Source: an optimization exercise on an open RTL-to-GDS flow (aim: small area). Production flows keep margins and buffers that such runs may drop. RTL that was checked went through simulation tests only; none was proved equivalent to the original. Only the layout flow was run in runs 1 and 4; the RTL was not checked for function there. Power figures rest on the tool's default switching activity, not on a simulated workload.

==> flow/design.v <==
module wmr928_fsc (
    input  wire         clk,
    input  wire         rst,           
    input  wire         in_valid,
    input  wire [7:0]   in_data,
    input  wire [1:0]   in_fail,       
    output wire         in_ready,
    output wire [2:0]   o_state,
    output wire [1:0]   o_err,
    output wire [7:0]   o_dev,
    output wire [3:0]   o_len,
    output wire [3:0]   o_cnt,
    output wire [7:0]   o_acc,
    output wire [103:0] o_fb,          
    output wire         o_sync,
    output wire         o_frame_ok,
    output wire         o_cksum_fail,
    output wire         o_nop,
    output wire         o_unk_skip,
    output wire         o_fatal,
    output wire         o_low_batt,
    output wire [10:0]  o_wind_dir,
    output wire [14:0]  o_wind_gust_c,
    output wire         o_rain_rate_over,
    output wire         o_rain_total_over,
    output wire         o_rain_yest_over,
    output wire [7:0]   o_minute,
    input  wire [7:0]   bcd_in,
    output wire [7:0]   bcd_out
);
    localparam [1:0] ST_HUNT  = 2'd0;
    localparam [1:0] ST_MARK1 = 2'd1;
    localparam [1:0] ST_CODE  = 2'd2;
    localparam [1:0] ST_DATA  = 2'd3;
    reg [1:0] st;
    reg [1:0] err;
    reg [7:0] dev;
    reg [3:1] len;
    reg [3:0] cnt;
    reg [7:0] acc;
    reg [7:0] fb [0:12];
    wire halted = err[1] | err[0];
    assign in_ready = !rst && !halted;
    wire is_fail   = in_fail[1] | in_fail[0];
    wire take_fail = !halted && is_fail;
    wire take_byte = !halted && !is_fail && in_valid;
    wire       hi_zero  = (in_data[7:4] == 4'd0);
    wire [3:0] c        = in_data[3:0];
    wire       code_ok  = hi_zero && (c[3] ? (c[2] & c[1]) : !(c[2] & c[1] & c[0]));
    reg  [3:1] code_len;             
    always @(*) begin
        case (c)
            4'd0:    code_len = 3'b100;   
            4'd1:    code_len = 3'b110;   
            4'd3:    code_len = 3'b011;   
            4'd6:    code_len = 3'b101;   
            4'd14:   code_len = 3'b001;   
            default: code_len = 3'b000;   
        endcase
    end
    wire code_nop = (code_len == 3'b000);
    wire last_byte = len[3] ? (len[2] ? (cnt[3] & cnt[2])                
                                      : (len[1] ? (cnt[3] & cnt[1])        
                                                : (cnt[2] & cnt[1] & cnt[0])))  
                            : (cnt[0] & (!len[2] | cnt[2]));             
    wire in_code    = (st == ST_CODE);
    wire in_data_st = (st == ST_DATA);
    wire tb_code    = take_byte && in_code;
    wire tb_data    = take_byte && in_data_st;
    wire       nrst  = !rst;
    wire [7:0] din   = in_data & {8{nrst}};
    wire [7:0] acc_g = acc & {8{st[0] & nrst}};
    wire [7:0] acc_sum;
    wire       cks_eq = (acc == in_data);
    wire code_take = tb_code && code_ok;
    wire acc_en    = code_take || (tb_data && !last_byte);
    always @(posedge clk) begin
        if (rst || tb_code)
            dev <= din;
        if (rst || code_take)
            len <= code_len & {3{nrst}};
        if (rst || acc_en)
            acc <= acc_sum;
        if (rst || tb_data)
            cnt <= (rst || last_byte) ? 4'd0 : cnt + 4'd1;
    end
    reg  [1:0] strobe;
    wire       fend = tb_data && last_byte;
    wire       ff   = (in_data == 8'hFF);
    always @(posedge clk) begin
        if (rst) begin
            st     <= ST_HUNT;
            err    <= 2'd0;
            strobe <= 2'b00;
        end else begin
            strobe[1] <= fend;
            strobe[0] <= fend ? cks_eq
                              : take_byte && (((st == ST_MARK1) && ff) || (code_take && code_nop));
            if (take_fail) begin
                st  <= ST_HUNT;
                err <= {1'b1, in_fail[1]};
            end else if (take_byte) begin
                case (st)
                    ST_HUNT:  if (ff) st <= ST_MARK1;
                    ST_MARK1: st <= ff ? ST_CODE : ST_HUNT;
                    ST_CODE: begin
                        if (!code_ok) begin
                            st  <= ST_HUNT;
                            err <= 2'd1;
                        end else begin
                            st  <= code_nop ? ST_HUNT : ST_DATA;
                        end
                    end
                    ST_DATA:  if (last_byte) st <= ST_HUNT;
                endcase
            end
        end
    end
    assign o_frame_ok   = strobe[1] & strobe[0];
    assign o_cksum_fail = strobe[1] & !strobe[0];
    assign o_sync       = !strobe[1] & strobe[0] & st[1];
    assign o_nop        = !strobe[1] & strobe[0] & !st[1];
    always @(posedge clk) begin
        if (!rst && tb_data)
            fb[cnt] <= in_data;
    end
    assign o_state    = {halted, st};
    assign o_err      = err;
    assign o_dev      = dev;
    assign o_len      = {len, len[3] & (len[2] | len[1])};
    assign o_cnt      = cnt;
    assign o_acc      = acc;
    assign o_fatal    = halted;
    assign o_unk_skip = 1'b0;     
    genvar gi;
    generate
        for (gi = 0; gi < 13; gi = gi + 1) begin : g_fb
            assign o_fb[8*gi +: 8] = fb[gi];
        end
    endgenerate
    wire [7:0] fb0 = fb[0];
    wire [7:0] fb1 = fb[1];
    wire [7:0] fb2 = fb[2];
    wire [7:0] fb3 = fb[3];
    assign o_low_batt        = dev[3] ? fb0[7] : fb0[6];
    assign o_rain_rate_over  = fb0[4];
    assign o_rain_total_over = fb0[5];
    assign o_rain_yest_over  = fb0[7];
    wire bo_1, bo_2, bo_3, bo_4, bo_5, bo_6, bo_7, bo_8, bo_9, bo_10, bo_11, bo_12, bo_13, bo_14, bo_15, bo_16;
    ha_cell bo_u2 (.a(bcd_in[1]), .b(bcd_in[4]), .s(bo_1), .k(bo_2));
    fa_cell bo_u4 (.a(bcd_in[2]), .b(bcd_in[5]), .c(bo_2), .s(bo_3), .k(bo_4));
    fa_cell bo_u6 (.a(bcd_in[3]), .b(bcd_in[4]), .c(bcd_in[6]), .s(bo_5), .k(bo_6));
    ha_cell bo_u8 (.a(bo_5), .b(bo_4), .s(bo_7), .k(bo_8));
    fa_cell bo_u10 (.a(bcd_in[5]), .b(bcd_in[7]), .c(bo_6), .s(bo_9), .k(bo_10));
    ha_cell bo_u12 (.a(bo_8), .b(bo_9), .s(bo_11), .k(bo_12));
    fa_cell bo_u14 (.a(bcd_in[6]), .b(bo_10), .c(bo_12), .s(bo_13), .k(bo_14));
    ha_cell bo_u16 (.a(bcd_in[7]), .b(bo_14), .s(bo_15), .k(bo_16));
    assign bcd_out[0] = bcd_in[0];
    assign bcd_out[1] = bo_1;
    assign bcd_out[2] = bo_3;
    assign bcd_out[3] = bo_7;
    assign bcd_out[4] = bo_11;
    assign bcd_out[5] = bo_13;
    assign bcd_out[6] = bo_15;
    assign bcd_out[7] = bo_16;
    wire mi_1, mi_2, mi_3, mi_4, mi_5, mi_6, mi_7, mi_8, mi_9, mi_10, mi_11, mi_12;
    ha_cell mi_u2 (.a(fb0[1]), .b(fb0[4]), .s(mi_1), .k(mi_2));
    fa_cell mi_u4 (.a(fb0[2]), .b(fb0[5]), .c(mi_2), .s(mi_3), .k(mi_4));
    fa_cell mi_u6 (.a(fb0[3]), .b(fb0[4]), .c(fb0[6]), .s(mi_5), .k(mi_6));
    ha_cell mi_u8 (.a(mi_5), .b(mi_4), .s(mi_7), .k(mi_8));
    fa_cell mi_u10 (.a(fb0[5]), .b(mi_6), .c(mi_8), .s(mi_9), .k(mi_10));
    ha_cell mi_u12 (.a(fb0[6]), .b(mi_10), .s(mi_11), .k(mi_12));
    assign o_minute[0] = fb0[0];
    assign o_minute[1] = mi_1;
    assign o_minute[2] = mi_3;
    assign o_minute[3] = mi_7;
    assign o_minute[4] = mi_9;
    assign o_minute[5] = mi_11;
    assign o_minute[6] = mi_12;
    assign o_minute[7] = 1'b0;
    wire wd_1, wd_2, wd_3, wd_4, wd_5, wd_6, wd_7, wd_8, wd_9, wd_10, wd_11, wd_12, wd_13, wd_14, wd_15, wd_16, wd_17, wd_18, wd_19, wd_20, wd_21, wd_22, wd_23, wd_24, wd_25, wd_26, wd_27, wd_28, wd_29, wd_30, wd_31, wd_32, wd_33, wd_34, wd_35, wd_36, wd_37, wd_38, wd_39, wd_40;
    ha_cell wd_u2 (.a(fb1[1]), .b(fb1[4]), .s(wd_1), .k(wd_2));
    fa_cell wd_u4 (.a(fb1[2]), .b(fb1[5]), .c(fb2[0]), .s(wd_3), .k(wd_4));
    ha_cell wd_u6 (.a(wd_2), .b(wd_3), .s(wd_5), .k(wd_6));
    fa_cell wd_u8 (.a(fb1[3]), .b(fb1[4]), .c(fb1[6]), .s(wd_7), .k(wd_8));
    fa_cell wd_u10 (.a(fb2[1]), .b(wd_4), .c(wd_7), .s(wd_9), .k(wd_10));
    ha_cell wd_u12 (.a(wd_6), .b(wd_9), .s(wd_11), .k(wd_12));
    fa_cell wd_u14 (.a(fb1[5]), .b(fb1[7]), .c(fb2[2]), .s(wd_13), .k(wd_14));
    fa_cell wd_u16 (.a(wd_8), .b(wd_13), .c(wd_10), .s(wd_15), .k(wd_16));
    ha_cell wd_u18 (.a(wd_12), .b(wd_15), .s(wd_17), .k(wd_18));
    fa_cell wd_u20 (.a(fb1[6]), .b(fb2[0]), .c(fb2[3]), .s(wd_19), .k(wd_20));
    fa_cell wd_u22 (.a(wd_14), .b(wd_19), .c(wd_16), .s(wd_21), .k(wd_22));
    ha_cell wd_u24 (.a(wd_18), .b(wd_21), .s(wd_23), .k(wd_24));
    fa_cell wd_u26 (.a(fb1[7]), .b(fb2[0]), .c(fb2[1]), .s(wd_25), .k(wd_26));
    fa_cell wd_u28 (.a(wd_20), .b(wd_25), .c(wd_22), .s(wd_27), .k(wd_28));
    ha_cell wd_u30 (.a(wd_24), .b(wd_27), .s(wd_29), .k(wd_30));
    fa_cell wd_u32 (.a(fb2[1]), .b(fb2[2]), .c(wd_26), .s(wd_31), .k(wd_32));
    fa_cell wd_u34 (.a(wd_31), .b(wd_28), .c(wd_30), .s(wd_33), .k(wd_34));
    fa_cell wd_u36 (.a(fb2[2]), .b(fb2[3]), .c(wd_32), .s(wd_35), .k(wd_36));
    ha_cell wd_u38 (.a(wd_35), .b(wd_34), .s(wd_37), .k(wd_38));
    fa_cell wd_u40 (.a(fb2[3]), .b(wd_36), .c(wd_38), .s(wd_39), .k(wd_40));
    assign o_wind_dir[0] = fb1[0];
    assign o_wind_dir[1] = wd_1;
    assign o_wind_dir[2] = wd_5;
    assign o_wind_dir[3] = wd_11;
    assign o_wind_dir[4] = wd_17;
    assign o_wind_dir[5] = wd_23;
    assign o_wind_dir[6] = wd_29;
    assign o_wind_dir[7] = wd_33;
    assign o_wind_dir[8] = wd_37;
    assign o_wind_dir[9] = wd_39;
    assign o_wind_dir[10] = wd_40;
    wire wg_1, wg_2, wg_3, wg_4, wg_5, wg_6, wg_7, wg_8, wg_9, wg_10, wg_11, wg_12, wg_13, wg_14, wg_15, wg_16, wg_17, wg_18, wg_19, wg_20, wg_21, wg_22, wg_23, wg_24, wg_25, wg_26, wg_27, wg_28, wg_29, wg_30, wg_31, wg_32, wg_33, wg_34, wg_35, wg_36, wg_37, wg_38, wg_39, wg_40, wg_41, wg_42, wg_43, wg_44, wg_45, wg_46, wg_47, wg_48, wg_49, wg_50, wg_51, wg_52, wg_53, wg_54, wg_55, wg_56, wg_57, wg_58, wg_59, wg_60;
    assign wg_1 = ~fb3[4];
    assign wg_2 = ~fb3[5];
    assign wg_3 = ~fb3[6];
    assign wg_4 = ~fb3[7];
    ha_cell wg_u6 (.a(fb2[6]), .b(fb3[0]), .s(wg_5), .k(wg_6));
    fa_cell wg_u8 (.a(fb2[7]), .b(fb3[1]), .c(fb3[4]), .s(wg_7), .k(wg_8));
    ha_cell wg_u10 (.a(wg_6), .b(wg_7), .s(wg_9), .k(wg_10));
    fa_cell wg_u12 (.a(fb3[2]), .b(fb3[5]), .c(wg_8), .s(wg_11), .k(wg_12));
    ha_cell wg_u14 (.a(wg_10), .b(wg_11), .s(wg_13), .k(wg_14));
    assign wg_15 = ~(fb3[0] ^ fb3[3]);
    assign wg_16 = fb3[0] | fb3[3];
    fa_cell wg_u18 (.a(fb3[6]), .b(wg_1), .c(wg_15), .s(wg_17), .k(wg_18));
    fa_cell wg_u20 (.a(wg_12), .b(wg_17), .c(wg_14), .s(wg_19), .k(wg_20));
    fa_cell wg_u22 (.a(fb3[0]), .b(fb3[1]), .c(fb3[7]), .s(wg_21), .k(wg_22));
    fa_cell wg_u24 (.a(wg_2), .b(wg_16), .c(wg_21), .s(wg_23), .k(wg_24));
    fa_cell wg_u26 (.a(wg_18), .b(wg_23), .c(wg_20), .s(wg_25), .k(wg_26));
    fa_cell wg_u28 (.a(fb3[1]), .b(fb3[2]), .c(wg_3), .s(wg_27), .k(wg_28));
    fa_cell wg_u30 (.a(wg_22), .b(wg_27), .c(wg_24), .s(wg_29), .k(wg_30));
    ha_cell wg_u32 (.a(wg_29), .b(wg_26), .s(wg_31), .k(wg_32));
    fa_cell wg_u34 (.a(fb3[2]), .b(fb3[3]), .c(wg_4), .s(wg_33), .k(wg_34));
    fa_cell wg_u36 (.a(wg_28), .b(wg_33), .c(wg_30), .s(wg_35), .k(wg_36));
    ha_cell wg_u38 (.a(wg_35), .b(wg_32), .s(wg_37), .k(wg_38));
    assign wg_39 = ~(fb3[3] ^ wg_34);
    assign wg_40 = fb3[3] | wg_34;
    fa_cell wg_u42 (.a(wg_39), .b(wg_36), .c(wg_38), .s(wg_41), .k(wg_42));
    assign wg_43 = ~(fb3[4] ^ wg_40);
    assign wg_44 = fb3[4] | wg_40;
    ha_cell wg_u46 (.a(wg_43), .b(wg_42), .s(wg_45), .k(wg_46));
    assign wg_47 = ~(fb3[5] ^ wg_44);
    assign wg_48 = fb3[5] | wg_44;
    ha_cell wg_u50 (.a(wg_47), .b(wg_46), .s(wg_49), .k(wg_50));
    assign wg_51 = ~(fb3[6] ^ wg_48);
    assign wg_52 = fb3[6] | wg_48;
    ha_cell wg_u54 (.a(wg_51), .b(wg_50), .s(wg_53), .k(wg_54));
    assign wg_55 = ~(fb3[7] ^ wg_52);
    assign wg_56 = fb3[7] | wg_52;
    ha_cell wg_u58 (.a(wg_55), .b(wg_54), .s(wg_57), .k(wg_58));
    assign wg_59 = ~(wg_56 ^ wg_58);
    assign wg_60 = wg_56 | wg_58;
    assign o_wind_gust_c[0] = fb2[4];
    assign o_wind_gust_c[1] = fb2[5];
    assign o_wind_gust_c[2] = wg_5;
    assign o_wind_gust_c[3] = wg_9;
    assign o_wind_gust_c[4] = wg_13;
    assign o_wind_gust_c[5] = wg_19;
    assign o_wind_gust_c[6] = wg_25;
    assign o_wind_gust_c[7] = wg_31;
    assign o_wind_gust_c[8] = wg_37;
    assign o_wind_gust_c[9] = wg_41;
    assign o_wind_gust_c[10] = wg_45;
    assign o_wind_gust_c[11] = wg_49;
    assign o_wind_gust_c[12] = wg_53;
    assign o_wind_gust_c[13] = wg_57;
    assign o_wind_gust_c[14] = wg_59;
    wire ac_1, ac_2, ac_3, ac_4, ac_5, ac_6, ac_7, ac_8, ac_9, ac_10, ac_11, ac_12, ac_13, ac_14, ac_15, ac_16;
    ha_cell ac_u2 (.a(acc_g[0]), .b(din[0]), .s(ac_1), .k(ac_2));
    fa_cell ac_u4 (.a(acc_g[1]), .b(din[1]), .c(ac_2), .s(ac_3), .k(ac_4));
    fa_cell ac_u6 (.a(acc_g[2]), .b(din[2]), .c(ac_4), .s(ac_5), .k(ac_6));
    fa_cell ac_u8 (.a(acc_g[3]), .b(din[3]), .c(ac_6), .s(ac_7), .k(ac_8));
    fa_cell ac_u10 (.a(acc_g[4]), .b(din[4]), .c(ac_8), .s(ac_9), .k(ac_10));
    fa_cell ac_u12 (.a(acc_g[5]), .b(din[5]), .c(ac_10), .s(ac_11), .k(ac_12));
    fa_cell ac_u14 (.a(acc_g[6]), .b(din[6]), .c(ac_12), .s(ac_13), .k(ac_14));
    fa_cell ac_u16 (.a(acc_g[7]), .b(din[7]), .c(ac_14), .s(ac_15), .k(ac_16));
    assign acc_sum[0] = ac_1;
    assign acc_sum[1] = ac_3;
    assign acc_sum[2] = ac_5;
    assign acc_sum[3] = ac_7;
    assign acc_sum[4] = ac_9;
    assign acc_sum[5] = ac_11;
    assign acc_sum[6] = ac_13;
    assign acc_sum[7] = ac_15;
endmodule
module fa_cell (input a, input b, input c, output s, output k);
    assign s = a ^ b ^ c;
    assign k = (a & b) | (a & c) | (b & c);
endmodule
module ha_cell (input a, input b, output s, output k);
    assign s = a ^ b;
    assign k = a & b;
endmodule
==> flow/flow/run.sh <==
#!/bin/bash
# Standard ORFS layout with the smallest buffer cell on the ports and a
# clock tree of clkbuf_4 cells without dummy loads.
set -euo pipefail
bash standard.sh "BUFFER_PORTS_ARGS=-buffer_cell sky130_fd_sc_hd__buf_1" \
  "CTS_ARGS=-repair_clock_nets -dont_use_dummy_load -buf_list sky130_fd_sc_hd__clkbuf_4" \
  "RECOVER_POWER=100" \
  finish > standard.log 2>&1
==> flow/standard.sh <==
#!/bin/bash
# synth_recipe.tcl (not shown) runs the flow's synth.tcl, then flattens the netlist and writes it again
# the make line also repeats each setting of config.mk as NAME=value (left out here)
make -C /OpenROAD-flow-scripts/flow DESIGN_CONFIG=/design/flow/config.mk WORK_HOME=/design/flow/orfs CLKGATE_MAP_FILE= SYNTH_SCRIPT=/design/flow/synth_recipe.tcl "${@:-finish}"
==> flow/config.mk <==
export PLATFORM = sky130hd
export DESIGN_NAME = wmr928_fsc
export DESIGN_NICKNAME = wmr928_fsc
export VERILOG_FILES = /design/flow/design.v
export SDC_FILE = /design/flow/constraint.sdc
export NUM_CORES = 4
export LEC_CHECK = 0
export CAP_MARGIN = 20
export CORE_MARGIN = 2
export CORE_UTILIZATION = 40
export SLEW_MARGIN = 20
export SYNTH_HIERARCHICAL = 1
==> flow/constraint.sdc <==
create_clock -name core_clock -period 7.0 [get_ports {clk}]
set_input_delay 1.4000 -clock core_clock [delete_from_list [all_inputs] [get_ports {clk}]]
set_output_delay 1.4000 -clock core_clock [all_outputs]
set_load 0.01 [all_outputs]
==> results of run 1 <==
==> placed cells by master (no fill, tap or decap), types with 3 or more instances in the layout <==
cell type	Yosys	layout
buf_1	0	198
inv_1	20	20
nand2_1	10	10
and2_1	16	9
nor3_1	7	8
xor2_1	5	5
edfxtp_1	127	127
nor2_1	16	16
nand4_1	3	4
fa_1	39	39
xnor2_1	6	6
nor2b_1	12	12
nor3b_1	3	3
nand3_1	4	4
dfxtp_1	6	6
nor4_1	6	6
and2_0	0	7
o21ai_0	2	3
clkbuf_1	1	12
clkbuf_4	0	17
a21oi_1	3	3
ha_1	34	34
==> sequential cells by signal, summed over array words and instances (netlist names) <==
register / count
st: 2
err: 2
len: 3
cnt: 4
fb: 104
strobe: 2
dev: 8
acc: 8
==> final cells by class <==
cell class / count / area [um2] / area share [%]
Multi-Input combinational cell: 201 / 1990 / 27.7
Clock buffer: 17 / 128 / 1.78
Tap cell: 216 / 270 / 3.76
Timing Repair Buffer: 210 / 788 / 11.0
Sequential cell: 133 / 3930 / 54.7
Inverter: 21 / 78.8 / 1.10
==> per-module statistics from Yosys (local to each module, per instance) <==
module	times used	cells	flops+latches	cell area (um2)
ha_cell	24	1	0	12.5
wmr928_fsc	1	345	133	5350
fa_cell	39	1	0	20.0
==> per-layer routing <==
metal  up-vias  GRT usage, %
li1       1738             -
met1      1924          21.1
met2       164          28.1
met3        11          5.17
met4         0          4.94
met5         -             0
==> per-stage QoR <==
stage / std cells / utilization (%) / power, W / area [um2] / hold slack (ps)
global placement: 780 / 45.2 / 0.00101 / 7140 / 511
CTS: 798 / 46.1 / 0.00134 / 7270 / 540
finish: 798 / 45.6 / 0.00132 / 7190 / 533
detailed placement: 781 / 45.3 / 0.00101 / 7150 / 527
floorplan: 409 / - / 0.000971 / 6430 / 527
global route: 798 / 45.6 / 0.00138 / 7190 / 592
==> worst min path at each step <==
stage | start | to | cells past startpoint
2_1_floorplan | err[1]$_SDFFE_PP0P_ | err[1]$_SDFFE_PP0P_ | 2
3_3_place_gp | err[1]$_SDFFE_PP0P_ | err[1]$_SDFFE_PP0P_ | 2
3_5_place_dp | err[1]$_SDFFE_PP0P_ | err[1]$_SDFFE_PP0P_ | 2
4_1_cts | err[1]$_SDFFE_PP0P_ | err[1]$_SDFFE_PP0P_ | 2
5_1_grt | err[1]$_SDFFE_PP0P_ | err[1]$_SDFFE_PP0P_ | 2
6_report | err[1]$_SDFFE_PP0P_ | err[1]$_SDFFE_PP0P_ | 2
==> kinds of logic after synthesis <==
kind of cell	share of synthesized area, %
AND/OR/NAND/NOR	8.39
adder cells (fa/ha/maj)	18.8
XOR/XNOR	1.50
flip-flops	61.2
multiplexers	0.487
AO/OA/AOI/OAI	2.22
buffers and inverters	7.38
other	0.0583
==> power by group through the flow <==
| stage | Combinational [W] | Clock, W | Sequential (W) |
|---|---|---|---|
| 3_3_place_gp | 0.0000959 | 0 | 0.000912 |
| 6_report | 0.0000927 | 0.000334 | 0.000894 |
| 3_5_place_dp | 0.0000984 | 0 | 0.000912 |
| 5_1_grt | 0.000104 | 0.000378 | 0.000895 |
| 2_1_floorplan | 0.0000597 | 0 | 0.000911 |
| 4_1_cts | 0.0000989 | 0.000348 | 0.000894 |
==> critical path, cell delays in order, from the launching register on <==
cell and delay (ps):
edfxtp_1 510, fa_1 460, fa_1 450, ha_1 200, fa_1 380, fa_1 370
ha_1 200, ha_1 190, fa_1 380, ha_1 190, ha_1 180, ha_1 180
ha_1 180, xor2_1 130, buf_1 160
==> impl_metrics.py, run 1 <==
metrics = {
    "clock_network": {
        "h-tree-depth": 4,
        "cts_root_buf": "clkbuf_4",
        "clk_path_buf_depth": 2,
        "clk_latency_ps": 520,
        "post-cts-setup-buffer-count": 0,
        "post_cts_resized": 0,
        "cts_tree": "done",
        "path_clk_slew_ps": 100,
        "cts-hold-fix-buffers": 0,
        "cts_made_buffers": 17,
        "clkSinkCount": 133,
    },
    "place": {
        "port_buffers": 202,
        "gp_congestion": 0.874,
        "dp_worst_setup_slack_ps": 1320,
        "place_hpwl_mm": 10.6,
    },
    "power": {
        "p_leak_nw": 2.49,
        "p_sw_share_pct": 22.7,
        "comb_power_share_pct": 7.0,
        "power_density_mw_per_mm2": 184,
        "vdd_ir_drop_max_uv": 81.2,
        "clkPwrFrac_pct": 25.3,
        "internal_power_w": 0.00102,
        "power.switching_w": 0.000299,
        "p_seq_share_pct": 67.7,
    },
    "timing": {
        "fin_skew_ps": 27.8,
        "timing.fmax_mhz": 165,
        "post-route-min-period_ps": 6060,
        "hold_violations": 0,
        "fin_crit_sh_pct": 86.6,
        "finalWorstSetupSlack_ps": 938,
        "rsz0062_at_grt": "no",
        "relSlewSlack_pct": -14.7,
        "slew_violations": 27,
        "tightest_slew_ps": 1700,
        "setup_violations": 0,
        "fin_setup_tns_ps": 0,
    },
    "drt": {
        "num_vias": 3837,
        "wl_met3_um": 995,
        "drtPass1Iterations": 4,
        "wl_met1_mm": 6.22,
        "top_layer_used": "met4",
        "wl_met2_mm": 7.00,
        "vias_per_cell": 4.81,
        "dr.first_iter.drc_count": 222,
        "avgRoutedWirePerCell_um": 18.0,
        "finalWirelength_mm": 14.3,
        "drc": 0,
        "ant_nets": 0,
    },
    "worst_setup_path": {
        "crit_fanout": 4,
        "worst_setup_path_end_kind": "output pin",
        "cp.required_ps": 5600,
        "ff2ff_setup_slack_ps": 2870,
        "worst_r2r_path_depth": 10,
        "worst_setup_path_start_kind": "register",
        "reg2reg_to": "acc[7]$_DFFE_PP_",
        "setup.worst_path.start": "fb[3][1]$_DFFE_PP_",
        "cp.arrival_ps": 4660,
        "reg2reg_from": "st[0]$_SDFFE_PP0P_",
        "endpoint": "o_wind_gust_c[14]",
        "crit_type": "register to output pin",
    },
    "cells_and_area": {
        "diodes": 0,
        "nNetsFinal": 678,
        "layout-drive-gt1-share_pct": 3.44,
        "area.growth.synth_to_final_pct": 11.8,
        "fill_cells": 1471,
    },
    "logic_synthesis": {
        "yosysTopAreaCellShare_pct": 59.3,
        "syn_area_mm2": 0.00643,
        "synth_seq_cells": 133,
        "synth_warnings": 7,
        "synth-seq-area-share_pct": 61.2,
        "synth.most_common_cell": "edfxtp_1",
        "synth_largest_area_cell": "edfxtp_1",
        "netlist_instances": 408,
        "synth_edf_count": 127,
        "avgSynthCellArea_um2": 15.8,
        "synth_common_cells": "127 x edfxtp_1, 48 x buf_4, 39 x fa_1",
        "async_reset_ff_share_pct": 0,
        "synthDistinctLibCells": 50,
        "ys.flop_type": "edfxtp_1",
        "yosys-top-cells-area": "edfxtp_1 59%, fa_1 12%, ha_1 6.6%",
    },
    "global_routing": {
        "antenna_found_initial": 0,
        "first_global_vias": 3835,
        "track_usage_pct": 16.8,
        "grt_pass1_wl_mm": 20.9,
        "grt_overflow": 0,
        "grt_max_degree": 24,
    },
    "floorplanning": {
        "core_mm2": 0.0158,
        "die-width_um": 131,
        "fp-row-count": 46,
        "die_h_um": 131,
        "ios": 207,
        "die_area_mm2": 0.0171,
        "start_util_pct": 40.8,
    },
    "hold_path": {
        "hp-class": "register to register",
    },
    "run_status": {
        "status": "failed layout checks",
        "so.violations": "max-capacitance violations, max-slew violations",
    },
    "job": {
        "maxCapViolCount": 3,
    },
}
==> run 2: changes to the inputs <==
--- a/flow/design.v
+++ b/flow/design.v
@@ -70,5 +70,5 @@
     wire       nrst  = !rst;
     wire [7:0] din   = in_data & {8{nrst}};
-    wire [7:0] acc_g = acc & {8{st[0] & nrst}};
+    wire [7:0] acc_g = acc & {8{in_data_st & nrst}};
     wire [7:0] acc_sum;
     wire       cks_eq = (acc == in_data);
==> impl_metrics.py, run 2 <==
metrics = {
    "run_status": {
        "status": "timing/DRC/antenna clean",
    },
    "clock_network": {
        "cts_root_buf": "clkbuf_4",
        "cts-hold-fix-buffers": 0,
        "clkSinkCount": 133,
        "clk_latency_ps": 540,
        "cts_tree": "done",
        "clk_path_buf_depth": 2,
        "post-cts-setup-buffer-count": 0,
        "post_cts_resized": 0,
        "cts_made_buffers": 17,
        "path_clk_slew_ps": 100,
        "h-tree-depth": 4,
    },
    "logic_synthesis": {
        "syn_area_mm2": 0.00640,
        "synthAdderAreaFrac_pct": 18.9,
        "synth_largest_area_cell": "edfxtp_1",
        "async_reset_ff_share_pct": 0,
        "netlist_instances": 408,
        "synth-seq-area-share_pct": 61.5,
        "synthMuxAreaShare_pct": 0.508,
        "synthSimpleGateAreaFrac_pct": 7.90,
        "synth.most_common_cell": "edfxtp_1",
        "synthDistinctLibCells": 42,
        "synth_warnings": 7,
        "synthXorXnorAreaFrac_pct": 1.51,
        "synth_compound_area_share_pct": 2.42,
        "synth_top_family_by_area": "adder cells",
        "ys.flop_type": "edfxtp_1",
        "yosysTopAreaCellShare_pct": 59.6,
        "synth_seq_cells": 133,
        "synth_edf_count": 127,
        "synth_common_cells": "127 x edfxtp_1, 47 x buf_4, 39 x fa_1",
        "avgSynthCellArea_um2": 15.7,
        "yosys-top-cells-area": "edfxtp_1 60%, fa_1 12%, ha_1 6.6%",
    },
    "timing": {
        "hold_slack_ps": 507,
        "setup_violations": 0,
        "timing.fmax_mhz": 166,
        "rsz0062_at_grt": "no",
        "post-route-min-period_ps": 6030,
        "slew_violations": 0,
        "relSlewSlack_pct": 19.6,
        "fin_crit_sh_pct": 86.1,
        "fin_skew_ps": 42.7,
        "tightest_slew_ps": 1210,
        "fin_setup_tns_ps": 0,
        "hold_violations": 0,
    },
    "hold_path": {
        "hp-class": "register to register",
        "hp-start": "err[1]$_SDFFE_PP0P_",
        "holdPathEnd": "err[1]$_SDFFE_PP0P_",
        "whs_path_depth": 2,
    },
    "cells_and_area": {
        "fill_cells": 1477,
        "final_common_cell": "buf_1",
        "largest_reg_flops": 104,
        "layout-drive-gt1-share_pct": 4.12,
        "diodes": 0,
        "reg_top3": "fb: 104 flops, acc: 8 flops, dev: 8 flops",
        "mostFrequentLayoutCells": "201 x buf_1, 127 x edfxtp_1, 39 x fa_1",
        "nNetsFinal": 678,
        "area.growth.synth_to_final_pct": 12.2,
        "top_register": "fb",
    },
    "place": {
        "gp_congestion": 0.863,
        "place_hpwl_mm": 9.94,
        "port_buffers": 202,
    },
    "floorplanning": {
        "die_h_um": 130,
        "ios": 207,
        "core_mm2": 0.0158,
        "die-width_um": 130,
        "fp-row-count": 46,
        "start_util_pct": 40.6,
        "die_area_mm2": 0.0170,
    },
    "worst_setup_path": {
        "cp.required_ps": 5600,
        "worst_r2r_path_depth": 11,
        "crit_top_cell": "ha_1",
        "worst_setup_path_end_kind": "output pin",
        "worst_setup_path_start_kind": "register",
        "reg2reg_from": "st[1]$_SDFFE_PP0P_",
        "crit_fanout": 4,
        "ff2ff_setup_slack_ps": 2810,
        "path_cells": "fa_1 > fa_1 > ha_1 > fa_1 > fa_1 > ha_1 > ha_1 > fa_1 > ha_1 > ha_1 > ha_1 > ha_1 > xor2_1 > buf_1",
        "crit_slowest_cell": "edfxtp_1",
        "crit_type": "register to output pin",
        "cp.arrival_ps": 4630,
        "slowest_delay_ps": 500,
        "reg2reg_to": "acc[7]$_DFFE_PP_",
    },
    "drt": {
        "avgRoutedWirePerCell_um": 17.3,
        "finalWirelength_mm": 13.8,
        "drc": 0,
        "ant_nets": 0,
        "dr.first_iter.drc_count": 187,
        "drtPass1Iterations": 4,
        "num_vias": 3811,
        "vias_per_cell": 4.78,
    },
    "power": {
        "p_leak_nw": 2.53,
        "power_density_mw_per_mm2": 185,
        "vdd_ir_drop_max_uv": 96.4,
    },
    "global_routing": {
        "track_usage_pct": 16.6,
        "grt_pass1_wl_mm": 20.5,
        "antenna_found_initial": 0,
        "first_global_vias": 3700,
        "grt_max_degree": 22,
        "grt_overflow": 0,
    },
    "job": {
        "maxCapViolCount": 0,
    },
}
run 2: worst max-delay path: cells and delay by family (launching register included):
| kind | cells | cell delay [ps] |
|---|---|---|
| fa+ha+maj | 12 | 3330 |
| buf+inv | 1 | 160 |
| xor+xnor | 1 | 120 |
| flops | 1 | 500 |
run 2: per-stage QoR:
| stage | util, % | instance area, um2 | cells | power (W) | setup WS (ps) |
|---|---|---|---|---|---|
| finish | 45.5 | 7180 | 798 | 0.00133 | 970 |
| global route | 45.5 | 7180 | 798 | 0.00138 | 687 |
| CTS | 45.9 | 7240 | 798 | 0.00134 | 876 |
| detailed placement | 45.1 | 7110 | 781 | 0.00101 | 1390 |
| global placement | 45.1 | 7110 | 781 | 0.00101 | 1460 |
| floorplan | - | 6400 | 409 | 0.000974 | 1610 |
run 2: final cells by class:
type	count	area, um2	area share (%)
flip-flops and latches	133	3930	54.8
well taps	216	270	3.76
clock buffers	17	128	1.78
inverters	20	75.1	1.05
repair buffers	211	792	11.0
multi-input cells	201	1980	27.6
run 2: layer usage:
layer	GRT usage, %	part of all wire [%]	vias to the layer above
li1	-	-	1737
met2	27.4	48	177
met5	0	0	-
met1	20.8	43	1874
met3	4.56	7.5	23
met4	6.88	1.8	0
run 2: power breakdown:
part           total (W)  internal, W  switching (W)  leakage [nW]
Combinational  0.0000967    0.0000311      0.0000656          1.24
Clock           0.000331     0.000111       0.000221        0.0782
Sequential      0.000897     0.000884      0.0000133          1.21
Total            0.00133      0.00103       0.000300          2.53
run 2: per-module statistics from Yosys, one instance, submodules excluded:
module,cell area (um2),cells inside,flops+latches,copies in the design
ha_cell,12.5,1,0,24
wmr928_fsc,5320,345,133,1
fa_cell,20.0,1,0,39
run 2: logic make-up after synthesis:
kind of cell,Yosys count
adders and majority gates,73
muxes,3
DFF,133
other,1
buffers and inverters,75
xor gates and xnor gates,11
AOI/OAI and AO/OA,20
and+or+nand+nor,92
run 2: worst max-delay path by stage:
| stage | from | to | depth (start not counted) |
|---|---|---|---|
| floorplan | fb[3][1]$_DFFE_PP_ | o_wind_gust_c[14] | 14 |
| global placement | rst | acc[7]$_DFFE_PP_ | 11 |
| detailed placement | rst | acc[7]$_DFFE_PP_ | 11 |
| CTS | fb[3][1]$_DFFE_PP_ | o_wind_gust_c[14] | 14 |
| global route | fb[3][1]$_DFFE_PP_ | o_wind_gust_c[14] | 14 |
| finish | fb[3][1]$_DFFE_PP_ | o_wind_gust_c[14] | 14 |
==> run 3: changes to the inputs <==
--- a/flow/design.v
+++ b/flow/design.v
@@ -41,5 +41,5 @@
     reg [7:0] fb [0:12];
     wire halted = err[1] | err[0];
-    assign in_ready = !rst && !halted;
+    assign in_ready = !rst && !(halted && (st == 2'd0));
     wire is_fail   = in_fail[1] | in_fail[0];
     wire take_fail = !halted && is_fail;
==> impl_metrics.py, run 3 <==
metrics = {
    "run_status": {
        "status": "timing/DRC/antenna clean",
    },
    "global_routing": {
        "grt_max_degree": 24,
        "first_global_vias": 3794,
        "grt_overflow": 0,
        "grt_pass1_wl_mm": 21.0,
        "antenna_found_initial": 0,
        "track_usage_pct": 16.9,
    },
    "drt": {
        "finalWirelength_mm": 14.3,
        "num_vias": 3825,
        "drtPass1Iterations": 4,
        "dr.first_iter.drc_count": 178,
        "drc": 0,
        "vias_per_cell": 4.78,
        "avgRoutedWirePerCell_um": 17.8,
        "ant_nets": 0,
    },
    "cells_and_area": {
        "diodes": 0,
        "top_register": "fb",
        "nNetsFinal": 681,
        "final_area_mm2": 0.00719,
        "mostFrequentLayoutCells": "200 x buf_1, 127 x edfxtp_1, 39 x fa_1",
        "area.growth.synth_to_final_pct": 11.9,
        "final_common_cell": "buf_1",
        "layout-drive-gt1-share_pct": 3.42,
        "reg_top3": "fb: 104 flops, acc: 8 flops, dev: 8 flops",
        "largest_reg_flops": 104,
    },
    "clock_network": {
        "h-tree-depth": 4,
        "cts_root_buf": "clkbuf_4",
        "post-cts-setup-buffer-count": 0,
        "cts-hold-fix-buffers": 0,
        "post_cts_resized": 0,
        "path_clk_slew_ps": 90,
        "cts_tree": "done",
        "clkSinkCount": 133,
        "cts_made_buffers": 17,
        "clk_latency_ps": 520,
        "clk_path_buf_depth": 2,
    },
    "job": {
        "maxCapViolCount": 0,
    },
    "power": {
        "internal_power_w": 0.00102,
        "p_sw_share_pct": 22.7,
        "vdd_ir_drop_max_uv": 76.2,
        "p_leak_nw": 2.55,
        "power.switching_w": 0.000300,
        "p_seq_share_pct": 67.8,
        "comb_power_share_pct": 7.1,
        "power_density_mw_per_mm2": 184,
        "p_total_w": 0.00132,
        "clkPwrFrac_pct": 25.1,
    },
    "timing": {
        "rsz0062_at_grt": "no",
        "timing.fmax_mhz": 165,
        "slew_violations": 0,
        "setup_violations": 0,
        "hold_violations": 0,
        "fin_crit_sh_pct": 86.5,
        "tightest_slew_ps": 1200,
        "fin_skew_ps": 43.7,
        "fin_setup_tns_ps": 0,
        "post-route-min-period_ps": 6060,
        "relSlewSlack_pct": 20.3,
    },
    "floorplanning": {
        "die_h_um": 131,
        "start_util_pct": 40.7,
        "core_mm2": 0.0158,
        "die-width_um": 131,
        "die_area_mm2": 0.0171,
        "ios": 207,
        "fp-row-count": 46,
    },
    "hold_path": {
        "hp-class": "register to register",
    },
    "logic_synthesis": {
        "synth.most_common_cell": "edfxtp_1",
        "synth_seq_cells": 133,
        "synth_common_cells": "127 x edfxtp_1, 47 x buf_4, 39 x fa_1",
        "netlist_instances": 411,
        "async_reset_ff_share_pct": 0,
        "synthDistinctLibCells": 45,
        "synth_largest_area_cell": "edfxtp_1",
        "syn_area_mm2": 0.00642,
        "synth_warnings": 7,
        "yosysTopAreaCellShare_pct": 59.4,
        "ys.flop_type": "edfxtp_1",
        "synth-seq-area-share_pct": 61.2,
        "avgSynthCellArea_um2": 15.6,
        "yosys-top-cells-area": "edfxtp_1 59%, fa_1 12%, ha_1 6.6%",
        "synth_edf_count": 127,
    },
    "worst_setup_path": {
        "cp.required_ps": 5600,
        "cp.arrival_ps": 4660,
        "worst_setup_path_end_kind": "output pin",
        "worst_setup_path_start_kind": "register",
        "crit_type": "register to output pin",
        "crit_fanout": 4,
    },
    "place": {
        "place_area_mm2": 0.00711,
        "place_hpwl_mm": 10.3,
        "gp_congestion": 0.868,
        "port_buffers": 202,
    },
}
[run 3: cell count changes in the layout (fill, tap and decap cells not counted), moves of 3 or more]
cell	change
and3_1	-9
nand2_1	-7
and2_0	+7
xor2_1	+7
nand4_1	-3
nor2b_1	-3
and3b_1	+4
nor3_1	+3
nor2_1	+7
xnor2_1	-7
[run 3: final timing paths]
check	startpoint	end	slack, ps	cells past startpoint
setup / recovery	fb[3][1]$_DFFE_PP_	o_wind_gust_c[14]	940	14
hold / removal	err[1]$_SDFFE_PP0P_	err[1]$_SDFFE_PP0P_	520	2
setup reg to reg	st[1]$_SDFFE_PP0P_	acc[7]$_DFFE_PP_	2740	11
hold reg to reg	err[1]$_SDFFE_PP0P_	err[1]$_SDFFE_PP0P_	520	2
[run 3: area by class of cell]
cell class | count | area [um2]
Clock buffer | 17 | 128
Fill cell | 1507 | 8580
Multi-Input combinational cell | 205 | 1990
Tap cell | 216 | 270
Timing Repair Buffer | 211 | 792
Inverter | 19 | 71.3
Sequential cell | 133 | 3930
[run 3: critical path, cell delays in order (launching register included)]
cell,delay [ps]
edfxtp_1,510
fa_1,470
fa_1,450
ha_1,200
fa_1,380
fa_1,380
ha_1,190
ha_1,180
fa_1,370
ha_1,190
ha_1,180
ha_1,180
ha_1,190
xor2_1,130
buf_1,160
[run 3: cell families after synthesis]
logic type | Yosys count | synth area share, %
AO/OA/AOI/OAI | 19 | 2.05
other | 1 | 0.0584
adder cells (fa/ha/maj) | 73 | 18.8
AND/OR/NAND/NOR | 98 | 8.57
flip-flops | 133 | 61.2
multiplexers | 2 | 0.331
buffers and inverters | 74 | 7.48
XOR/XNOR | 11 | 1.50
[run 3: Yosys stat by module, one instance, submodules excluded]
module      times used  cells
wmr928_fsc           1    348
fa_cell             39      1
ha_cell             24      1
[run 3: metrics by stage]
stage	hold WS [ps]	setup WS, ps	std cells	utilization [%]
floorplan	516	1610	412	-
global placement	492	1440	784	45.1
detailed placement	507	1240	784	45.1
CTS	527	853	801	45.9
global route	571	701	801	45.6
finish	523	942	801	45.6
[run 3: power by group through the flow]
stage	sequential [W]	combinational [W]	clock [W]
after CTS	0.000897	0.0000992	0.000355
after floorplan	0.000915	0.0000599	0
final	0.000897	0.0000944	0.000333
after global routing	0.000900	0.000107	0.000387
after detailed placement	0.000915	0.0000986	0
after global placement	0.000915	0.0000967	0
[run 3: layer usage]
metal / share of wire, % / vias up / global-route usage [%]
met5: 0 / - / 0
met4: 0.88 / 0 / 5.26
met3: 6.3 / 11 / 4.68
met2: 50 / 161 / 28.5
met1: 42 / 1908 / 21.4
li1: - / 1745 / -
==> run 4: changes to the inputs <==
--- a/flow/design.v
+++ b/flow/design.v
@@ -178,5 +178,5 @@
     assign o_minute[5] = mi_11;
     assign o_minute[6] = mi_12;
-    assign o_minute[7] = 1'b0;
+    assign o_minute[7] = dev[7];
     wire wd_1, wd_2, wd_3, wd_4, wd_5, wd_6, wd_7, wd_8, wd_9, wd_10, wd_11, wd_12, wd_13, wd_14, wd_15, wd_16, wd_17, wd_18, wd_19, wd_20, wd_21, wd_22, wd_23, wd_24, wd_25, wd_26, wd_27, wd_28, wd_29, wd_30, wd_31, wd_32, wd_33, wd_34, wd_35, wd_36, wd_37, wd_38, wd_39, wd_40;
     ha_cell wd_u2 (.a(fb1[1]), .b(fb1[4]), .s(wd_1), .k(wd_2));
==> impl_metrics.py, run 4 <==
metrics = {
    "drt": {
        "drtPass1Iterations": 4,
        "finalWirelength_mm": 14.1,
        "avgRoutedWirePerCell_um": 17.5,
        "num_vias": 3823,
        "wl_met2_mm": 7.05,
        "drc": 0,
        "top_layer_used": "met4",
        "vias_per_cell": 4.77,
        "dr.first_iter.drc_count": 99,
        "wl_met1_mm": 5.92,
        "wl_met3_um": 856,
        "ant_nets": 0,
    },
    "cells_and_area": {
        "final_area_mm2": 0.00719,
        "reg_top3": "fb: 104 flops, acc: 8 flops, dev: 8 flops",
        "area.growth.synth_to_final_pct": 11.9,
        "mostFrequentLayoutCells": "201 x buf_1, 127 x edfxtp_1, 39 x fa_1",
        "nNetsFinal": 681,
        "diodes": 0,
        "largest_reg_flops": 104,
        "final_common_cell": "buf_1",
        "layout-drive-gt1-share_pct": 3.42,
        "top_register": "fb",
        "fin_cells": 801,
    },
    "power": {
        "comb_power_share_pct": 7.1,
        "p_seq_share_pct": 67.5,
        "power.switching_w": 0.000305,
        "p_sw_share_pct": 22.9,
        "vdd_ir_drop_max_uv": 99.4,
        "clkPwrFrac_pct": 25.4,
        "power_density_mw_per_mm2": 185,
        "p_leak_nw": 2.55,
        "internal_power_w": 0.00102,
    },
    "global_routing": {
        "track_usage_pct": 16.9,
        "first_global_vias": 3917,
        "antenna_found_initial": 0,
        "grt_pass1_wl_mm": 21.0,
        "grt_max_degree": 24,
        "grt_overflow": 0,
    },
    "floorplanning": {
        "die-width_um": 131,
        "fp-row-count": 46,
        "die_h_um": 131,
        "start_util_pct": 40.7,
        "ios": 207,
        "core_mm2": 0.0158,
        "die_area_mm2": 0.0171,
    },
    "worst_setup_path": {
        "crit_fanout": 4,
        "slowest_delay_ps": 500,
        "worst-path-buf-inv": 1,
        "path_cells": "fa_1 > fa_1 > ha_1 > fa_1 > fa_1 > ha_1 > ha_1 > fa_1 > ha_1 > ha_1 > ha_1 > ha_1 > xor2_1 > buf_1",
        "worst_setup_path_end_kind": "output pin",
        "cp.required_ps": 5600,
        "cp_top_family": "adder cells",
        "cp.arrival_ps": 4620,
        "worst_r2r_path_depth": 11,
        "crit_slowest_cell": "edfxtp_1",
        "worst_setup_path_start_kind": "register",
        "crit_top_cell": "ha_1",
        "crit_type": "register to output pin",
        "path_depth": 14,
    },
    "logic_synthesis": {
        "yosysTopAreaCellShare_pct": 59.4,
        "avgSynthCellArea_um2": 15.6,
        "synth_largest_area_cell": "edfxtp_1",
        "synth-seq-area-share_pct": 61.2,
        "synth_common_cells": "127 x edfxtp_1, 47 x buf_4, 39 x fa_1",
        "syn_area_mm2": 0.00642,
        "netlist_instances": 411,
        "synth.most_common_cell": "edfxtp_1",
        "synthDistinctLibCells": 45,
        "ys.flop_type": "edfxtp_1",
        "synth_seq_cells": 133,
        "synth_edf_count": 127,
        "synth_warnings": 7,
        "yosys-top-cells-area": "edfxtp_1 59%, fa_1 12%, ha_1 6.6%",
        "async_reset_ff_share_pct": 0,
    },
    "timing": {
        "hold_slack_ps": 534,
        "rsz0062_at_grt": "no",
        "timing.fmax_mhz": 166,
        "tightest_slew_ps": 1240,
        "finalWorstSetupSlack_ps": 981,
        "post-route-min-period_ps": 6020,
        "hold_violations": 0,
        "slew_violations": 0,
        "fin_setup_tns_ps": 0,
        "fin_skew_ps": 29.3,
        "fin_crit_sh_pct": 86.0,
        "relSlewSlack_pct": 17.2,
        "setup_violations": 0,
    },
    "clock_network": {
        "cts_made_buffers": 17,
        "path_clk_slew_ps": 80,
        "clk_latency_ps": 540,
        "clkSinkCount": 133,
        "cts_root_buf": "clkbuf_4",
        "cts-hold-fix-buffers": 0,
        "post-cts-setup-buffer-count": 0,
        "post_cts_resized": 0,
        "clk_path_buf_depth": 2,
        "h-tree-depth": 4,
        "cts_tree": "done",
    },
    "run_status": {
        "status": "timing/DRC/antenna clean",
    },
    "place": {
        "place_hpwl_mm": 10.3,
        "port_buffers": 203,
        "gp_congestion": 0.846,
        "dp.cells": 784,
        "place_area_mm2": 0.00711,
        "dp_worst_setup_slack_ps": 1290,
    },
    "job": {
        "maxCapViolCount": 0,
    },
    "hold_path": {
        "whs_path_depth": 2,
        "hp-class": "register to register",
    },
}
==> run 4: cell count changes in the layout (fill, tap and decap cells not counted), sizes merged <==
cell and change:
buf +1, conb -1
==> run 4: logic make-up after synthesis <==
logic type	share of synthesized area (%)
flip-flops	61.2
adder cells (fa/ha/maj)	18.8
buffers and inverters	7.48
AND/OR/NAND/NOR	8.57
XOR/XNOR	1.50
multiplexers	0.331
AO/OA/AOI/OAI	2.05
other	0.0584
==> run 4: final timing paths <==
kind,start,endpoint,slack [ps]
worst min-delay path,err[1]$_SDFFE_PP0P_,err[1]$_SDFFE_PP0P_,530
worst max register to register,st[1]$_SDFFE_PP0P_,acc[7]$_DFFE_PP_,2680
worst min register to register,err[1]$_SDFFE_PP0P_,err[1]$_SDFFE_PP0P_,530
worst max-delay path,fb[3][1]$_DFFE_PP_,o_wind_gust_c[14],980
==> run 4: area by class of cell <==
type	count	area (um2)
clock buffers	17	128
fillers	1506	8580
inverters	19	71.3
multi-input cells	204	1990
flip-flops and latches	133	3930
well taps	216	270
repair buffers	212	796
==> run 4: power by group through the flow <==
stage	registers, W	clock network, W	logic [W]
after floorplan	0.000915	0	0.0000601
after global placement	0.000915	0	0.0000965
after detailed placement	0.000915	0	0.0000990
after CTS	0.000897	0.000352	0.0000996
after global routing	0.000900	0.000380	0.000108
final	0.000898	0.000337	0.0000946
==> run 4: modules after synthesis, one instance, submodules excluded <==
module	cell area, um2	cells inside
ha_cell	12.5	1
wmr928_fsc	5340	348
fa_cell	20.0	1
==> run 4: per-layer routing <==
| layer | vias to the layer above | GRT usage, % |
|---|---|---|
| met5 | - | 0 |
| li1 | 1744 | - |
| met3 | 22 | 4.97 |
| met2 | 166 | 28.6 |
| met1 | 1891 | 20.5 |
| met4 | 0 | 6.38 |
==> run 4: stage by stage <==
stage | power [W] | utilization [%]
2_1_floorplan | 0.000975 | -
3_3_place_gp | 0.00101 | 45.1
3_5_place_dp | 0.00101 | 45.1
4_1_cts | 0.00135 | 45.9
5_1_grt | 0.00139 | 45.6
6_report | 0.00133 | 45.6
==> run 4: worst reg2reg max path: cells and delay by family, from the launching register on <==
| kind | cells | cell delay (ps) |
|---|---|---|
| fa+ha+maj | 8 | 3020 |
| simple gates | 3 | 630 |
| flops | 1 | 410 |
==> run 5: changes to the inputs <==
--- a/flow/design.v
+++ b/flow/design.v
@@ -178,5 +178,5 @@
     assign o_minute[5] = mi_11;
     assign o_minute[6] = mi_12;
-    assign o_minute[7] = dev[7];
+    assign o_minute[7] = 1'b0;
     wire wd_1, wd_2, wd_3, wd_4, wd_5, wd_6, wd_7, wd_8, wd_9, wd_10, wd_11, wd_12, wd_13, wd_14, wd_15, wd_16, wd_17, wd_18, wd_19, wd_20, wd_21, wd_22, wd_23, wd_24, wd_25, wd_26, wd_27, wd_28, wd_29, wd_30, wd_31, wd_32, wd_33, wd_34, wd_35, wd_36, wd_37, wd_38, wd_39, wd_40;
     ha_cell wd_u2 (.a(fb1[1]), .b(fb1[4]), .s(wd_1), .k(wd_2));
--- a/flow/config.mk
+++ b/flow/config.mk
@@ -6,7 +6,7 @@
 export NUM_CORES = 4
 export LEC_CHECK = 0
-export CAP_MARGIN = 20
+export CAP_MARGIN = 0
 export CORE_MARGIN = 2
-export CORE_UTILIZATION = 40
-export SLEW_MARGIN = 20
+export CORE_UTILIZATION = 55
+export SLEW_MARGIN = 0
 export SYNTH_HIERARCHICAL = 1
==> impl_metrics.py, run 5 <==
metrics = {
    "run_status": {
        "status": "timing/DRC/antenna clean",
    },
    "place": {
        "place_hpwl_mm": 9.34,
        "port_buffers": 202,
        "dp.cells": 710,
        "place_area_mm2": 0.00702,
        "gp_congestion": 0.778,
    },
    "cells_and_area": {
        "mostFrequentLayoutCells": "201 x buf_1, 127 x edfxtp_1, 39 x fa_1",
        "reg_top3": "fb: 104 flops, acc: 8 flops, dev: 8 flops",
        "final_area_mm2": 0.00709,
        "fill_cells": 969,
        "area.growth.synth_to_final_pct": 10.4,
        "fin_cells": 727,
        "layout-drive-gt1-share_pct": 3.42,
        "diodes": 0,
        "top_register": "fb",
        "nNetsFinal": 680,
        "largest_reg_flops": 104,
        "final_common_cell": "buf_1",
    },
    "logic_synthesis": {
        "netlist_instances": 411,
        "async_reset_ff_share_pct": 0,
        "yosys-top-cells-area": "edfxtp_1 59%, fa_1 12%, ha_1 6.6%",
        "synth_warnings": 7,
        "synth_seq_cells": 133,
        "yosysTopAreaCellShare_pct": 59.4,
        "synth_largest_area_cell": "edfxtp_1",
        "synth_common_cells": "127 x edfxtp_1, 47 x buf_4, 39 x fa_1",
        "ys.flop_type": "edfxtp_1",
        "synth.most_common_cell": "edfxtp_1",
        "synthDistinctLibCells": 45,
        "synth-seq-area-share_pct": 61.2,
        "syn_area_mm2": 0.00642,
        "synth_edf_count": 127,
        "avgSynthCellArea_um2": 15.6,
    },
    "drt": {
        "avgRoutedWirePerCell_um": 17.9,
        "finalWirelength_mm": 13.0,
        "drc": 0,
        "vias_per_cell": 5.13,
        "ant_nets": 0,
        "dr.first_iter.drc_count": 148,
        "num_vias": 3732,
        "drtPass1Iterations": 5,
    },
    "worst_setup_path": {
        "worst_r2r_path_depth": 11,
        "cp.required_ps": 5600,
        "cp_top_family": "adder cells",
        "reg2reg_from": "st[1]$_SDFFE_PP0P_",
        "worst_setup_path_end_kind": "output pin",
        "slowest_delay_ps": 510,
        "path_cells": "fa_1 > fa_1 > ha_1 > fa_1 > fa_1 > ha_1 > ha_1 > fa_1 > ha_1 > ha_1 > ha_1 > ha_1 > xor2_1 > buf_1",
        "path_depth": 14,
        "crit_type": "register to output pin",
        "crit_top_cell": "ha_1",
        "setup.worst_path.start": "fb[3][1]$_DFFE_PP_",
        "ff2ff_setup_slack_ps": 2710,
        "worst-path-buf-inv": 1,
        "worst_setup_path_start_kind": "register",
        "cp.arrival_ps": 4660,
        "crit_slowest_cell": "edfxtp_1",
        "crit_fanout": 4,
    },
    "clock_network": {
        "cts_tree": "done",
        "clk_latency_ps": 500,
        "cts_root_buf": "clkbuf_4",
        "cts-hold-fix-buffers": 0,
        "clkSinkCount": 133,
        "path_clk_slew_ps": 100,
        "clk_path_buf_depth": 2,
        "h-tree-depth": 4,
        "post-cts-setup-buffer-count": 0,
        "post_cts_resized": 0,
        "cts_made_buffers": 17,
    },
    "timing": {
        "timing.fmax_mhz": 165,
        "hold_slack_ps": 509,
        "rsz0062_at_grt": "no",
        "post-route-min-period_ps": 6060,
        "fin_crit_sh_pct": 86.6,
        "relSlewSlack_pct": 22.3,
        "setup_violations": 0,
        "fin_skew_ps": 35.1,
        "hold_violations": 0,
        "fin_setup_tns_ps": 0,
        "slew_violations": 0,
        "tightest_slew_ps": 1160,
    },
    "hold_path": {
        "whs_path_depth": 2,
        "hp-class": "register to register",
        "hp-start": "err[1]$_SDFFE_PP0P_",
    },
    "global_routing": {
        "first_global_vias": 3732,
        "grt_util_met3_pct": 6.26,
        "grt-busiest-layer": "met2",
        "track_usage_pct": 21.4,
        "use_met1_pct": 26.6,
        "use_met2_pct": 37.1,
        "grt_pass1_wl_mm": 20.2,
        "grt_max_degree": 24,
        "antenna_found_initial": 0,
        "grt_overflow": 0,
    },
    "power": {
        "power_density_mw_per_mm2": 186,
        "vdd_ir_drop_max_uv": 100,
        "internal_power_w": 0.00102,
        "comb_power_share_pct": 7.0,
        "p_leak_nw": 2.55,
        "clkPwrFrac_pct": 25.0,
        "p_total_w": 0.00132,
        "p_seq_share_pct": 68.0,
        "power.switching_w": 0.000295,
        "p_sw_share_pct": 22.3,
    },
    "job": {
        "maxCapViolCount": 0,
    },
    "floorplanning": {
        "die_area_mm2": 0.0126,
        "die-width_um": 112,
        "fp-row-count": 39,
        "die_h_um": 112,
        "start_util_pct": 56.3,
        "core_mm2": 0.0114,
        "ios": 207,
    },
}
[run 5: cell count changes in the layout (fill, tap and decap cells not counted)]
cell,before,now
clkbuf_1,11,9
conb_1,1,2
[run 5: per-stage QoR]
stage / setup slack [ps] / utilization [%]
3_5_place_dp: 1430 / 61.4
3_3_place_gp: 1510 / 61.4
2_1_floorplan: 1610 / -
4_1_cts: 850 / 62.6
5_1_grt: 612 / 62.1
6_report: 936 / 62.1
[run 5: tightest hold or removal path, delay by kind of cell, from the launching register on]
kind / cells / cell delay [ps]
flops: 1 / 330
simple gates: 2 / 140
[run 5: kinds of logic (layout without fill, tap and decap cells)]
group / Yosys count / after routing / share of synthesized area (%)
flops: 133 / 133 / 61.2
simple gates: 98 / 98 / 8.57
buf+inv: 74 / 246 / 7.48
fa+ha+maj: 73 / 73 / 18.8
compound gates: 19 / 19 / 2.05
xor+xnor: 11 / 11 / 1.50
mux: 2 / 2 / 0.331
other cells: 1 / 2 / 0.0584
[run 5: cell type report]
cell class | instances | area (um2) | share of cell area (%)
Multi-Input combinational cell | 205 | 1990 | 28.1
Timing Repair Buffer | 210 | 788 | 11.1
Clock buffer | 17 | 128 | 1.80
Inverter | 19 | 71.3 | 1.01
Tap cell | 143 | 179 | 2.52
Sequential cell | 133 | 3930 | 55.4
[run 5: Yosys stat by module (local to each module, per instance)]
module | cell area (um2) | times used | cells inside
fa_cell | 20.0 | 39 | 1
wmr928_fsc | 5340 | 1 | 348
ha_cell | 12.5 | 24 | 1
[run 5: path summary, 6_finish.rpt]
path	to
max reg2reg	acc[7]$_DFFE_PP_
max	o_wind_gust_c[14]
min reg2reg	err[1]$_SDFFE_PP0P_
min	err[1]$_SDFFE_PP0P_
[run 5: power groups by stage]
stage | registers, W | clock network (W) | logic [W]
global route | 0.000899 | 0.000371 | 0.000104
finish | 0.000896 | 0.000330 | 0.0000926
detailed placement | 0.000913 | 0 | 0.0000958
global placement | 0.000913 | 0 | 0.0000950
floorplan | 0.000915 | 0 | 0.0000599
CTS | 0.000896 | 0.000342 | 0.0000968
[run 5: routing by layer]
layer  share of wire (%)  up-vias
met5                   0        -
met4                0.41        0
met3                 5.4        4
met2                  54      132
met1                  41     1858
li1                    -     1738
==> run 6: changes to the inputs <==
--- a/flow/design.v
+++ b/flow/design.v
@@ -41,5 +41,5 @@
     reg [7:0] fb [0:12];
     wire halted = err[1] | err[0];
-    assign in_ready = !rst && !(halted && (st == 2'd0));
+    assign in_ready = !rst && !halted;
     wire is_fail   = in_fail[1] | in_fail[0];
     wire take_fail = !halted && is_fail;
--- a/flow/config.mk
+++ b/flow/config.mk
@@ -8,5 +8,6 @@
 export CAP_MARGIN = 0
 export CORE_MARGIN = 2
-export CORE_UTILIZATION = 55
+export CORE_UTILIZATION = 40
+export GPL_ROUTABILITY_DRIVEN = 0
 export SLEW_MARGIN = 0
 export SYNTH_HIERARCHICAL = 1
==> impl_metrics.py, run 6 <==
metrics = {
    "run_status": {
        "status": "timing/DRC/antenna clean",
    },
    "logic_synthesis": {
        "synth_common_cells": "127 x edfxtp_1, 47 x buf_4, 39 x fa_1",
        "syn_area_mm2": 0.00640,
        "async_reset_ff_share_pct": 0,
        "synth_edf_count": 127,
        "avgSynthCellArea_um2": 15.7,
        "synth-seq-area-share_pct": 61.5,
        "netlist_instances": 408,
        "synth.most_common_cell": "edfxtp_1",
        "synth_warnings": 7,
        "synth_seq_cells": 133,
        "yosysTopAreaCellShare_pct": 59.6,
        "synthDistinctLibCells": 42,
        "synth_largest_area_cell": "edfxtp_1",
        "yosys-top-cells-area": "edfxtp_1 60%, fa_1 12%, ha_1 6.6%",
        "ys.flop_type": "edfxtp_1",
    },
    "global_routing": {
        "grt_overflow": 0,
        "grt_max_degree": 22,
        "track_usage_pct": 16.6,
        "first_global_vias": 3773,
        "grt_pass1_wl_mm": 20.5,
        "antenna_found_initial": 0,
    },
    "power": {
        "internal_power_w": 0.00103,
        "comb_power_share_pct": 7.3,
        "p_seq_share_pct": 67.8,
        "p_leak_nw": 2.53,
        "clkPwrFrac_pct": 24.9,
        "vdd_ir_drop_max_uv": 74.8,
        "p_sw_share_pct": 22.5,
        "power.switching_w": 0.000298,
        "power_density_mw_per_mm2": 184,
    },
    "worst_setup_path": {
        "worst_setup_path_end_kind": "output pin",
        "cp.required_ps": 5600,
        "ff2ff_setup_slack_ps": 2830,
        "worst_setup_path_start_kind": "register",
        "cp.arrival_ps": 4630,
        "reg2reg_to": "acc[7]$_DFFE_PP_",
        "crit_top_cell": "ha_1",
        "crit_fanout": 4,
        "crit_slowest_cell": "edfxtp_1",
        "worst-path-buf-inv": 1,
        "reg2reg_from": "st[1]$_SDFFE_PP0P_",
        "slowest_delay_ps": 510,
        "cp_top_family": "adder cells",
        "worst_r2r_path_depth": 11,
        "path_cells": "fa_1 > fa_1 > ha_1 > fa_1 > fa_1 > ha_1 > ha_1 > fa_1 > ha_1 > ha_1 > ha_1 > ha_1 > xor2_1 > buf_1",
        "crit_type": "register to output pin",
    },
    "timing": {
        "slew_violations": 0,
        "relSlewSlack_pct": 18.6,
        "fin_setup_tns_ps": 0,
        "tightest_slew_ps": 1220,
        "setup_violations": 0,
        "fin_skew_ps": 43.4,
        "post-route-min-period_ps": 6030,
        "timing.fmax_mhz": 166,
        "fin_crit_sh_pct": 86.2,
        "rsz0062_at_grt": "no",
        "hold_violations": 0,
    },
    "drt": {
        "num_vias": 3822,
        "dr.first_iter.drc_count": 134,
        "drc": 0,
        "vias_per_cell": 4.79,
        "avgRoutedWirePerCell_um": 17.3,
        "finalWirelength_mm": 13.8,
        "ant_nets": 0,
        "drtPass1Iterations": 4,
    },
    "cells_and_area": {
        "fill_cells": 1457,
        "layout-drive-gt1-share_pct": 4.12,
        "reg_top3": "fb: 104 flops, acc: 8 flops, dev: 8 flops",
        "fin_cells": 798,
        "nNetsFinal": 678,
        "mostFrequentLayoutCells": "201 x buf_1, 127 x edfxtp_1, 39 x fa_1",
        "multi_input_area_mm2": 0.00198,
        "area.growth.synth_to_final_pct": 12.2,
        "largest_reg_flops": 104,
        "diodes": 0,
        "top_register": "fb",
        "regArea_mm2": 0.00393,
        "final_common_cell": "buf_1",
    },
    "clock_network": {
        "post_cts_resized": 0,
        "path_clk_slew_ps": 100,
        "clk_latency_ps": 540,
        "cts-hold-fix-buffers": 0,
        "cts_tree": "done",
        "cts_root_buf": "clkbuf_4",
        "h-tree-depth": 4,
        "post-cts-setup-buffer-count": 0,
        "cts_made_buffers": 17,
        "clkSinkCount": 133,
        "clk_path_buf_depth": 2,
    },
    "floorplanning": {
        "die_h_um": 130,
        "start_util_pct": 40.6,
        "core_mm2": 0.0158,
        "fp-row-count": 46,
        "ios": 207,
        "die-width_um": 130,
        "die_area_mm2": 0.0170,
    },
    "hold_path": {
        "holdPathEnd": "err[1]$_SDFFE_PP0P_",
        "hp-start": "err[1]$_SDFFE_PP0P_",
        "whs_path_depth": 2,
        "hp-class": "register to register",
    },
    "place": {
        "dp.cells": 781,
        "place_hpwl_mm": 10.0,
        "port_buffers": 202,
    },
    "job": {
        "maxCapViolCount": 0,
    },
}
-- run 6: changes by cell type in the layout (fill, tap and decap cells not counted), moves of 4 or more --
cell,before,now
and3_1,4,13
nand2_1,10,17
nor2_1,24,17
xnor2_1,1,8
xor2_1,10,3
and2_0,8,4
and3b_1,4,0
-- run 6: power groups by stage --
stage	sequential, W	clock (W)	combinational [W]
6_report	0.000897	0.000330	0.0000965
5_1_grt	0.000899	0.000375	0.000110
4_1_cts	0.000896	0.000346	0.000101
3_5_place_dp	0.000914	0	0.000100
3_3_place_gp	0.000914	0	0.0000989
2_1_floorplan	0.000915	0	0.0000590
-- run 6: logic make-up after synthesis --
group	Yosys count	synth area share, %
adder cells (fa/ha/maj)	73	18.9
AND/OR/NAND/NOR	92	7.90
multiplexers	3	0.508
buffers and inverters	75	7.27
flip-flops	133	61.5
AO/OA/AOI/OAI	20	2.42
XOR/XNOR	11	1.51
other	1	0.0586
-- run 6: stage by stage --
step	cell area, um2	total power [W]	hold WS, ps	utilization (%)	setup WS [ps]
2_1_floorplan	6400	0.000974	516	-	1610
3_3_place_gp	7110	0.00101	492	45.1	1460
3_5_place_dp	7110	0.00101	495	45.1	1390
4_1_cts	7240	0.00134	515	45.9	875
5_1_grt	7180	0.00138	566	45.5	713
6_report	7180	0.00132	513	45.5	968
-- run 6: final cells by class --
class | instances | share of cell area [%]
clock buffer | 17 | 1.78
tap | 216 | 3.76
timing repair buffer | 211 | 11.0
multi-input combinational | 201 | 27.6
sequential | 133 | 54.8
inverter | 20 | 1.05
-- run 6: Yosys stat by module (local to each module, per instance) --
module,cells inside,area (um2),copies in the design,flip-flops and latches
fa_cell,1,20.0,39,0
wmr928_fsc,345,5320,1,133
ha_cell,1,12.5,24,0
-- run 6: worst max path at each step --
stage / start / endpoint / slack (ps) / cells past startpoint
after floorplan: fb[3][1]$_DFFE_PP_ / o_wind_gust_c[14] / 1610 / 14
after global placement: rst / acc[7]$_DFFE_PP_ / 1460 / 11
after detailed placement: rst / acc[7]$_DFFE_PP_ / 1390 / 11
after CTS: fb[3][1]$_DFFE_PP_ / o_wind_gust_c[14] / 870 / 14
after global routing: fb[3][1]$_DFFE_PP_ / o_wind_gust_c[14] / 710 / 14
final: fb[3][1]$_DFFE_PP_ / o_wind_gust_c[14] / 970 / 14
-- run 6: per-layer routing --
| metal | GRT usage (%) | vias up | wire length [um] |
|---|---|---|---|
| met1 | 21.1 | 1923 | 6080 |
| met5 | 0 | - | 0 |
| met3 | 4.32 | 18 | 773 |
| li1 | - | 1734 | - |
| met4 | 6.32 | 0 | 238 |
| met2 | 27.6 | 147 | 6710 |
-- run 6: worst min-delay path, delay by kind of cell, from the launching register on --
kind / cells / cell delay [ps]
flops: 1 / 340
simple gates: 2 / 140

re-timing with driven ports:
The results above use ideal ports. As a check the final layouts listed here were re-extracted and re-timed, cells and wires unchanged.
Step 1: set_driving_cell puts a clkbuf_16 on clk and a buf_2 on each other input, an assumption about the parent block.
Step 2, shift: input delay + t, output delay - t, t = (earliest + latest rising clock arrival at the registers) / 2. This alone moves slack from input paths to output paths.
Slacks: ideal / step 1 / step 2; pairs: ideal / step 1.
| run | shift t [ns] | slack for setup (ns) | worst hold slack (ns) |
|---|---|---|---|
| run 1 | 0.531 | 0.938 / 0.906 / 1.308 | 0.533 / 0.533 / 0.533 |
| run 2 | 0.546 | 0.970 / 0.938 / 1.364 | 0.507 / 0.507 / 0.507 |
| run 3 | 0.529 | 0.942 / 0.910 / 1.271 | 0.523 / 0.523 / 0.523 |
| run 4 | 0.560 | 0.981 / 0.948 / 1.268 | 0.534 / 0.534 / 0.534 |
| run 5 | 0.518 | 0.936 / 0.903 / 1.120 | 0.509 / 0.509 / 0.509 |
| run 6 | 0.547 | 0.968 / 0.936 / 1.360 | 0.513 / 0.513 / 0.513 |
